What follows belongs to an exercise in optimizing a design on an open flow for small area, a short achievable clock period and few clock cycles; a production flow would make more cautious choices. Function was checked by simulation only, so behaviour that the tests miss may differ from the original. No activity file was given, so power comes from the tool's default toggle rates.

==> design/flow/config.mk <==
export PLATFORM = sky130hd
export DESIGN_NAME = acc_core
export DESIGN_NICKNAME = acc_core
export VERILOG_FILES = /design/flow/design.v
export SDC_FILE = /design/flow/constraint.sdc
export NUM_CORES = 4
export LEC_CHECK = 0
export CAP_MARGIN = 20
export CORE_MARGIN = 2
export CORE_UTILIZATION = 40
export PLACE_DENSITY = 0.6
export SLEW_MARGIN = 20
==> design/flow/constraint.sdc <==
create_clock -name core_clock -period 8.0 [get_ports {clk}]
set_input_delay 1.6000 -clock core_clock [delete_from_list [all_inputs] [get_ports {clk}]]
set_output_delay 1.6000 -clock core_clock [all_outputs]
set_load 0.01 [all_outputs]
==> design/flow/design.v <==
module acc_core (
    input  wire        clk,
    input  wire        rst,           
    input  wire [31:0] max_steps,     
    output reg         mem_req,
    output reg         mem_we,
    output reg  [11:0] mem_addr,
    output reg  [15:0] mem_wdata,
    input  wire        mem_ready,
    input  wire [15:0] mem_rdata,
    output wire        done,
    output reg         halted,
    output reg  [2:0]  fault_kind,
    output reg  [15:0] fault_ea,
    output reg  [15:0] pc,
    output reg  [15:0] acc,
    output reg  [15:0] ir,
    output wire [3:0]  flags,         
    output reg  [31:0] step_count,
    input  wire [3:0]  dbg_sel,
    output wire [15:0] dbg_reg
);
    localparam OP_HALT  = 4'd0;
    localparam OP_LOAD  = 4'd1;
    localparam OP_STORE = 4'd2;
    localparam OP_ADD   = 4'd3;
    localparam OP_SUB   = 4'd4;
    localparam OP_CMP   = 4'd5;
    localparam OP_JMP   = 4'd6;
    localparam OP_JZ    = 4'd7;
    localparam OP_JNZ   = 4'd8;
    localparam F_NONE     = 3'd0;
    localparam F_PC_OOB   = 3'd1;
    localparam F_ILL_OP   = 3'd2;
    localparam F_RESV     = 3'd3;
    localparam F_ILL_MODE = 3'd4;
    localparam F_MEM_OOB  = 3'd5;
    localparam S_FETCH  = 3'd0;
    localparam S_DECODE = 3'd1;
    localparam S_PTR    = 3'd2;
    localparam S_MEM    = 3'd3;
    localparam S_EXEC   = 3'd4;
    reg [2:0]  state;
    reg [15:0] regs [0:15];
    reg        zf, sf, cf, of;
    reg [15:0] ea;      
    reg [15:0] mdr;     
    assign flags   = {zf, sf, cf, of};
    assign dbg_reg = regs[dbg_sel];
    assign done    = halted || (step_count == max_steps);
    wire [3:0]  opcode  = ir[15:12];
    wire [11:0] operand = ir[11:0];
    wire m_direct   = (operand < 12'd256);
    wire m_indirect = (operand >= 12'd256)  && (operand < 12'd512);
    wire m_imm      = (operand >= 12'd512)  && (operand < 12'd1024);
    wire m_reg      = (operand >= 12'd1024) && (operand < 12'd1040);
    wire m_regind   = (operand >= 12'd1040) && (operand < 12'd1056);
    wire m_resv     = (operand >= 12'd1056);
    wire [15:0] value_addr = {8'd0, operand[7:0]};         
    wire [15:0] value_imm  = {6'd0, operand - 12'd512};     
    wire [3:0]  value_reg  = operand[3:0];                  
    wire is_jump = (opcode == OP_JMP) || (opcode == OP_JZ) || (opcode == OP_JNZ);
    wire [16:0] sum  = {1'b0, acc} + {1'b0, mdr};
    wire [16:0] diff = {1'b0, acc} - {1'b0, mdr};
    integer i;
    always @(posedge clk) begin
        if (rst) begin
            state      <= S_FETCH;
            pc         <= 16'd0;
            acc        <= 16'd0;
            ir         <= 16'd0;
            zf         <= 1'b0;
            sf         <= 1'b0;
            cf         <= 1'b0;
            of         <= 1'b0;
            halted     <= 1'b0;
            fault_kind <= F_NONE;
            fault_ea   <= 16'd0;
            step_count <= 32'd0;
            ea         <= 16'd0;
            mdr        <= 16'd0;
            mem_req    <= 1'b0;
            mem_we     <= 1'b0;
            mem_addr   <= 12'd0;
            mem_wdata  <= 16'd0;
            for (i = 0; i < 16; i = i + 1)
                regs[i] <= 16'd0;
        end else begin
            case (state)
            S_FETCH: begin
                if (!done) begin
                    if (pc > 16'd4095) begin
                        halted     <= 1'b1;
                        fault_kind <= F_PC_OOB;
                    end else if (!mem_req) begin
                        mem_req  <= 1'b1;
                        mem_we   <= 1'b0;
                        mem_addr <= pc[11:0];
                    end else if (mem_ready) begin
                        mem_req <= 1'b0;
                        ir      <= mem_rdata;
                        state   <= S_DECODE;
                    end
                end
            end
            S_DECODE: begin
                if (opcode > OP_JNZ) begin
                    halted     <= 1'b1;
                    fault_kind <= F_ILL_OP;
                    state      <= S_FETCH;
                end else if (m_resv) begin
                    halted     <= 1'b1;
                    fault_kind <= F_RESV;
                    state      <= S_FETCH;
                end else if ((opcode == OP_STORE && m_imm) || (is_jump && !m_direct)) begin
                    halted     <= 1'b1;
                    fault_kind <= F_ILL_MODE;
                    state      <= S_FETCH;
                end else if (opcode == OP_HALT) begin
                    halted     <= 1'b1;
                    step_count <= step_count + 32'd1;
                    state      <= S_FETCH;
                end else if (is_jump) begin
                    if (opcode == OP_JMP || (opcode == OP_JZ && zf) || (opcode == OP_JNZ && !zf))
                        pc <= value_addr;
                    else
                        pc <= pc + 16'd1;
                    step_count <= step_count + 32'd1;
                    state      <= S_FETCH;
                end else if (m_direct) begin
                    ea    <= value_addr;
                    state <= S_MEM;
                end else if (m_indirect) begin
                    state <= S_PTR;
                end else if (m_imm) begin
                    mdr   <= value_imm;
                    state <= S_EXEC;
                end else if (m_reg) begin
                    mdr   <= regs[value_reg];
                    state <= S_EXEC;
                end else begin
                    if (regs[value_reg] > 16'd4095) begin
                        halted     <= 1'b1;
                        fault_kind <= F_MEM_OOB;
                        fault_ea   <= regs[value_reg];
                        state      <= S_FETCH;
                    end else begin
                        ea    <= regs[value_reg];
                        state <= S_MEM;
                    end
                end
            end
            S_PTR: begin
                if (!mem_req) begin
                    mem_req  <= 1'b1;
                    mem_we   <= 1'b0;
                    mem_addr <= value_addr[11:0];
                end else if (mem_ready) begin
                    mem_req <= 1'b0;
                    if (mem_rdata > 16'd4095) begin
                        halted     <= 1'b1;
                        fault_kind <= F_MEM_OOB;
                        fault_ea   <= mem_rdata;
                        state      <= S_FETCH;
                    end else begin
                        ea    <= mem_rdata;
                        state <= S_MEM;
                    end
                end
            end
            S_MEM: begin
                if (!mem_req) begin
                    mem_req   <= 1'b1;
                    mem_we    <= (opcode == OP_STORE);
                    mem_addr  <= ea[11:0];
                    mem_wdata <= acc;
                end else if (mem_ready) begin
                    mem_req <= 1'b0;
                    mem_we  <= 1'b0;
                    mdr     <= mem_rdata;
                    state   <= S_EXEC;
                end
            end
            S_EXEC: begin
                case (opcode)
                OP_LOAD: begin
                    acc <= mdr;
                    zf  <= (mdr == 16'd0);
                    sf  <= mdr[15];
                    cf  <= 1'b0;
                    of  <= mdr[15];
                end
                OP_STORE: begin
                    if (m_reg)
                        regs[value_reg] <= acc;
                end
                OP_ADD: begin
                    acc <= sum[15:0];
                    zf  <= (sum[15:0] == 16'd0);
                    sf  <= sum[15];
                    cf  <= sum[16];
                    of  <= sum[16] | sum[15];
                end
                OP_SUB, OP_CMP: begin
                    if (opcode == OP_SUB)
                        acc <= diff[15:0];
                    zf <= (diff[15:0] == 16'd0);
                    sf <= diff[15];
                    cf <= diff[16];
                    of <= diff[16] ^ diff[15];
                end
                default: ;
                endcase
                pc         <= pc + 16'd1;
                step_count <= step_count + 32'd1;
                state      <= S_FETCH;
            end
            default: state <= S_FETCH;
            endcase
        end
    end
endmodule
==> design/flow/run.sh <==
#!/bin/bash
# synth_recipe.tcl (not shown) runs the flow's synth.tcl, then flattens the netlist and writes it again
# the make line also repeats each setting of config.mk as NAME=value (left out here)
make -C /OpenROAD-flow-scripts/flow DESIGN_CONFIG=/design/flow/config.mk WORK_HOME=/design/flow/orfs CLKGATE_MAP_FILE= SYNTH_SCRIPT=/design/flow/synth_recipe.tcl finish
==> run notes <==
Status:
- The flow ran to the end and the layout has no timing, DRC or antenna violations.

Floorplan:
- After floorplanning, the core was sized to cover 0.0588 mm^2.
- The height of the chip is 248 um.
- Pin placement for this block handled 206 I/O pins.
- The floorplan has 89 rows.
- The floorplan die width is 248 um.
- The starting utilization of the core area is around two fifths.
- The die covers 0.0613 mm^2.

Synth:
- The area share of the largest cell type after synthesis is 32.4%.
- Of the total synthesized cell area, the portion taken by full adders, half adders and majority gates is 2.12%.
- The synthesized flop and latch total is 425.
- The xor/xnor cell area share of the yosys netlist is roughly 3%.
- The largest area contributor in the synthesized netlist is sky130_fd_sc_hd__edfxtp_1.
- The netlist uses 89 different library cells.
- Among all flip-flop cells after synthesis, the most frequent one is sky130_fd_sc_hd__edfxtp_1.
- The share of synthesized registers carrying an async set or reset is 0%.
- Sequential elements use a little under half of the synthesized area.
- The number of standard cells after synthesis is 2,098.
- The total nets after synthesis is between 2k and 2.5k.
- By count the netlist is led by sky130_fd_sc_hd__edfxtp_1 (256), sky130_fd_sc_hd__and2_1 (244), sky130_fd_sc_hd__nor2_1 (183).
- Of the total synthesized cell area, the portion taken by AND, OR, NAND and NOR gates is 17.9%.
- A synthesized cell averages approximately 11 um^2.
- The number of flops mapped to enable cells by yosys is 256.
- The most frequent cell after synthesis is sky130_fd_sc_hd__edfxtp_1.
- Yosys attributes the largest share of cell area to sky130_fd_sc_hd__edfxtp_1 (32%), sky130_fd_sc_hd__mux4_2 (15%), sky130_fd_sc_hd__dfxtp_1 (14%).
- The mapped netlist covers 0.0237 mm^2.
- The complex-gate fraction of the synthesized area is 9.01%.
- The portion of synthesized area spent on multiplexers is 17.8%.
- The largest family of logic cells by synthesized area is simple AND/OR/NAND/NOR gates.
- For this run, the number of Yosys warnings is 1.

Route:
- The number of vias per cell after detailed routing is 5.91.
- The detail route stage leaves a number of antenna-violating nets equal to 0.
- For this run, design rule violations remaining after detail routing come to 0.
- The mean routed wirelength per cell is 25.1 um.
- The first-pass iteration count of the detailed router is 8.
- The count of vias placed by the detailed router is about 18k.
- In this run, the number of DRC markers left after iteration 0 of detailed routing was roughly 1.7k.
- The overall routed net length is 76,300 um.

Placed design:
- The HPWL after detailed placement is 50,500 um.
- Input and output buffers added on the ports amount to around 210.
- The setup slack at placement is 2.12 ns.
- The routability congestion estimate is 0.871.

Clock tree:
- TritonCTS created 49 clock buffers.
- The clock tree from TritonCTS is built.
- The root buffer cell is sky130_fd_sc_hd__clkbuf_16.
- The deepest clock path buffer count is 3.
- In this run, post-CTS hold repair placed 0 buffers.
- The number of buffers inserted by post-CTS setup repair is 0.
- The clock-pin slew of the registers on the worst-case setup and hold paths is around 0.060 ns.
- The clock net sink count is 425.
- Gates resized during post-CTS repair numbered 0.
- CTS built an H-tree with a depth of 2.
- Clock latency on the worst-skew pair, taken at its later pin, is 0.62 ns.

Run:
- Across the run, the number of max-cap violations was 0.

Pwr:
- The total power divided by cell area is about 190 mW/mm^2.
- The largest voltage drop on the vdd net is 0.182 mV.
- The net switching power figure is approximately 0.0014 W.
- Internal power comes to 0.00396 W.
- In this run switching power makes up 26.0% of total power.
- The combinational fraction of design power is 12.3%.
- The leakage power summed over all cells is just under 10 nW.
- The clock network fraction of total power is 41.8%.
- The power share of the sequential group is ~46%.
- Total power for the finished layout comes to 0.00535 W.

STA:
- The final number of max-transition violations is 0.
- After routing, the total negative slack on setup checks comes to 0 ns.
- The worst setup margin is 2.07 ns.
- Setup violations remaining at the end of the flow were counted as 0.
- Setup repair after global routing left no endpoint under its margin.
- The worst path uses between 70% and 80% of the clock period.
- Clock skew on the completed layout was measured at approximately 0.036 ns.
- Based on the critical path, the design can be clocked at up to around 170 MHz.
- The worst-case headroom to the max-slew limit is 25.4%.
- The number of failing hold endpoints at the final stage is 0.
- For the finished layout, the period the worst path requires is 5.93 ns.
- For the pin with the worst max-slew slack, the measured transition is 1.12 ns.

Cells and area:
- 0 antenna diodes ended up in the layout.
- The area overhead of the layout relative to synthesis is 17.9%.
- The share of cells above drive strength 1 is about 15%.
- Fill cells in the final layout number approximately 5.3k.
- The final net count is 2,321.

Worst setup path:
- The endpoint identified for the worst register-to-register timing path is ea[10].
- The worst setup path is launched from an input pin.
- At the worst endpoint, the required time is 6.40 ns.
- Data arrives at the worst endpoint at about 4.3 ns.
- The end point of the critical path is dbg_reg[10].
- The maximum net fanout on the critical path is 34.
- The number of cells on the worst reg-to-reg path is 9.
- The worst setup path is captured at an output pin.
- The startpoint-to-endpoint class of the critical path is input pin to output pin.
- Tracing the worst setup path back leads to its startpoint at dbg_sel[1].
- The worst register-to-register path has a setup slack of 3.40 ns.

Global routing:
- The first global-routing pass estimated 113,000 um of wire.
- The total overflow left after global routing is 0.
- The number of antenna violations at the first check in global routing is 0.
- Entering global routing, the biggest net connects 69 pins.
- The number of global-route vias before repair came to 17.6k.
- The total routing resource utilization after global routing is 24.7%.

Worst hold path:
- The type of the tightest min-delay check is register to register.
==> per-stage QoR <==
stage | instance area (um^2) | util (%) | hold slack [ns] | cells
2_1_floorplan | 23700 | - | 0.463 | 2098
3_3_place_gp | 26400 | 44.9 | 0.446 | 2949
3_5_place_dp | 26400 | 44.9 | 0.446 | 2949
4_1_cts | 28000 | 47.6 | 0.455 | 3039
5_1_grt | 28000 | 47.6 | 0.471 | 3039
6_report | 28000 | 47.6 | 0.454 | 3039
==> final cells by class <==
type | count | area (um^2) | area share (%)
Clock buffer | 64 | 1320 | 4.73
Clock inverter | 26 | 254 | 0.908
Inverter | 42 | 158 | 0.564
Multi-Input combinational cell | 1467 | 11900 | 42.5
Sequential cell | 425 | 11100 | 39.6
Tap cell | 773 | 967 | 3.46
Timing Repair Buffer | 242 | 2320 | 8.31
==> how the worst min path moves through the flow <==
| stage | startpoint | to | cells past startpoint |
|---|---|---|---|
| after floorplan | ea[0] | ea[0] | 2 |
| after global placement | mem_wdata[0] | mem_wdata[0] | 2 |
| after detailed placement | mem_wdata[3] | mem_wdata[3] | 2 |
| after CTS | mem_wdata[3] | mem_wdata[3] | 2 |
| after global routing | mem_wdata[3] | mem_wdata[3] | 2 |
| final | mem_wdata[3] | mem_wdata[3] | 2 |
==> flip-flops by register name, summed over array words and instances (netlist names), named ones only <==
register,cells
fault_ea,16
mem_we,1
cf,1
pc,16
mem_req,1
acc,16
fault_kind,3
ir,16
ea,12
regs,256
state,3
mem_addr,12
step_count,32
of,1
mdr,16
halted,1
zf,1
sf,1
mem_wdata,16
==> worst max-delay path, cell delays in order <==
cell and delay (ns):
sky130_fd_sc_hd__buf_2 0.73, sky130_fd_sc_hd__buf_4 0.56, sky130_fd_sc_hd__mux4_2 0.37, sky130_fd_sc_hd__mux4_2 0.53
sky130_fd_sc_hd__clkdlybuf4s50_1 0.50
==> kinds of logic (layout without fill, tap and decap cells) <==
family | after synthesis | after routing
muxes | 222 | 222
DFF | 425 | 425
buffers and inverters | 206 | 374
AOI/OAI and AO/OA | 313 | 313
adders and majority gates | 39 | 39
and+or+nand+nor | 811 | 811
xor gates and xnor gates | 82 | 82
==> cell usage in the layout (no fill, tap or decap), types with 20 or more instances in the layout <==
cell type and n:
sky130_fd_sc_hd__nor2_1 167, sky130_fd_sc_hd__a311oi_1 21, sky130_fd_sc_hd__a21oi_1 98, sky130_fd_sc_hd__ha_1 37
sky130_fd_sc_hd__xnor2_1 65, sky130_fd_sc_hd__nand4_1 20, sky130_fd_sc_hd__a211oi_1 22, sky130_fd_sc_hd__nand3_1 35
sky130_fd_sc_hd__clkbuf_16 49, sky130_fd_sc_hd__edfxtp_1 256, sky130_fd_sc_hd__mux4_2 160, sky130_fd_sc_hd__clkdlybuf4s50_1 202
sky130_fd_sc_hd__inv_1 41, sky130_fd_sc_hd__or2_2 23, sky130_fd_sc_hd__buf_4 38, sky130_fd_sc_hd__dfxtp_1 167
sky130_fd_sc_hd__nor3_1 49, sky130_fd_sc_hd__nand2_1 144, sky130_fd_sc_hd__and2_1 244, sky130_fd_sc_hd__mux2i_1 60
sky130_fd_sc_hd__o21ai_0 51
==> power groups by stage <==
stage,Clock [W],Combinational (W),Sequential (W)
floorplan,0,0.000434,0.00247
global placement,0,0.000647,0.00250
detailed placement,0,0.000654,0.00250
CTS,0.00227,0.000656,0.00246
global route,0.00236,0.000699,0.00247
finish,0.00224,0.000656,0.00246
==> routing by layer <==
metal	track usage, %	routed length [um]	vias to the layer above
met5	0	0	-
li1	-	-	8028
met4	7.10	2110	0
met3	3.91	5010	147
met1	34.1	32900	9049
met2	40.2	36300	742
Testbench counts, summed over its fixed seeds: cycles 252,045.

## re-timing with driven ports
No port has a modelled driver above. Below, the same layout with a new extraction and two added sets of constraints. Step 1: set_driving_cell puts a clkbuf_16 on clk and a buf_2 on each other input, an assumption about the parent block. Step 2 times the ports against the registers' clock, not the clock port: input delays grow and output delays shrink by t, the midpoint of the rising clock arrivals with the driver on. Slacks: no drivers / after step 1 / after step 2; pairs: no drivers / after step 1.
shift t [ns]: 0.655
setup slack, ns: 2.070 / 2.033 / 2.033
worst register clock-pin slew, ns: 0.06 / 0.06
pins driven straight from the clock port: 1
After both steps setup and hold are still met in this run. The setup slack of this run moves by -0.037 ns with the drivers and by -0.037 ns with both steps.
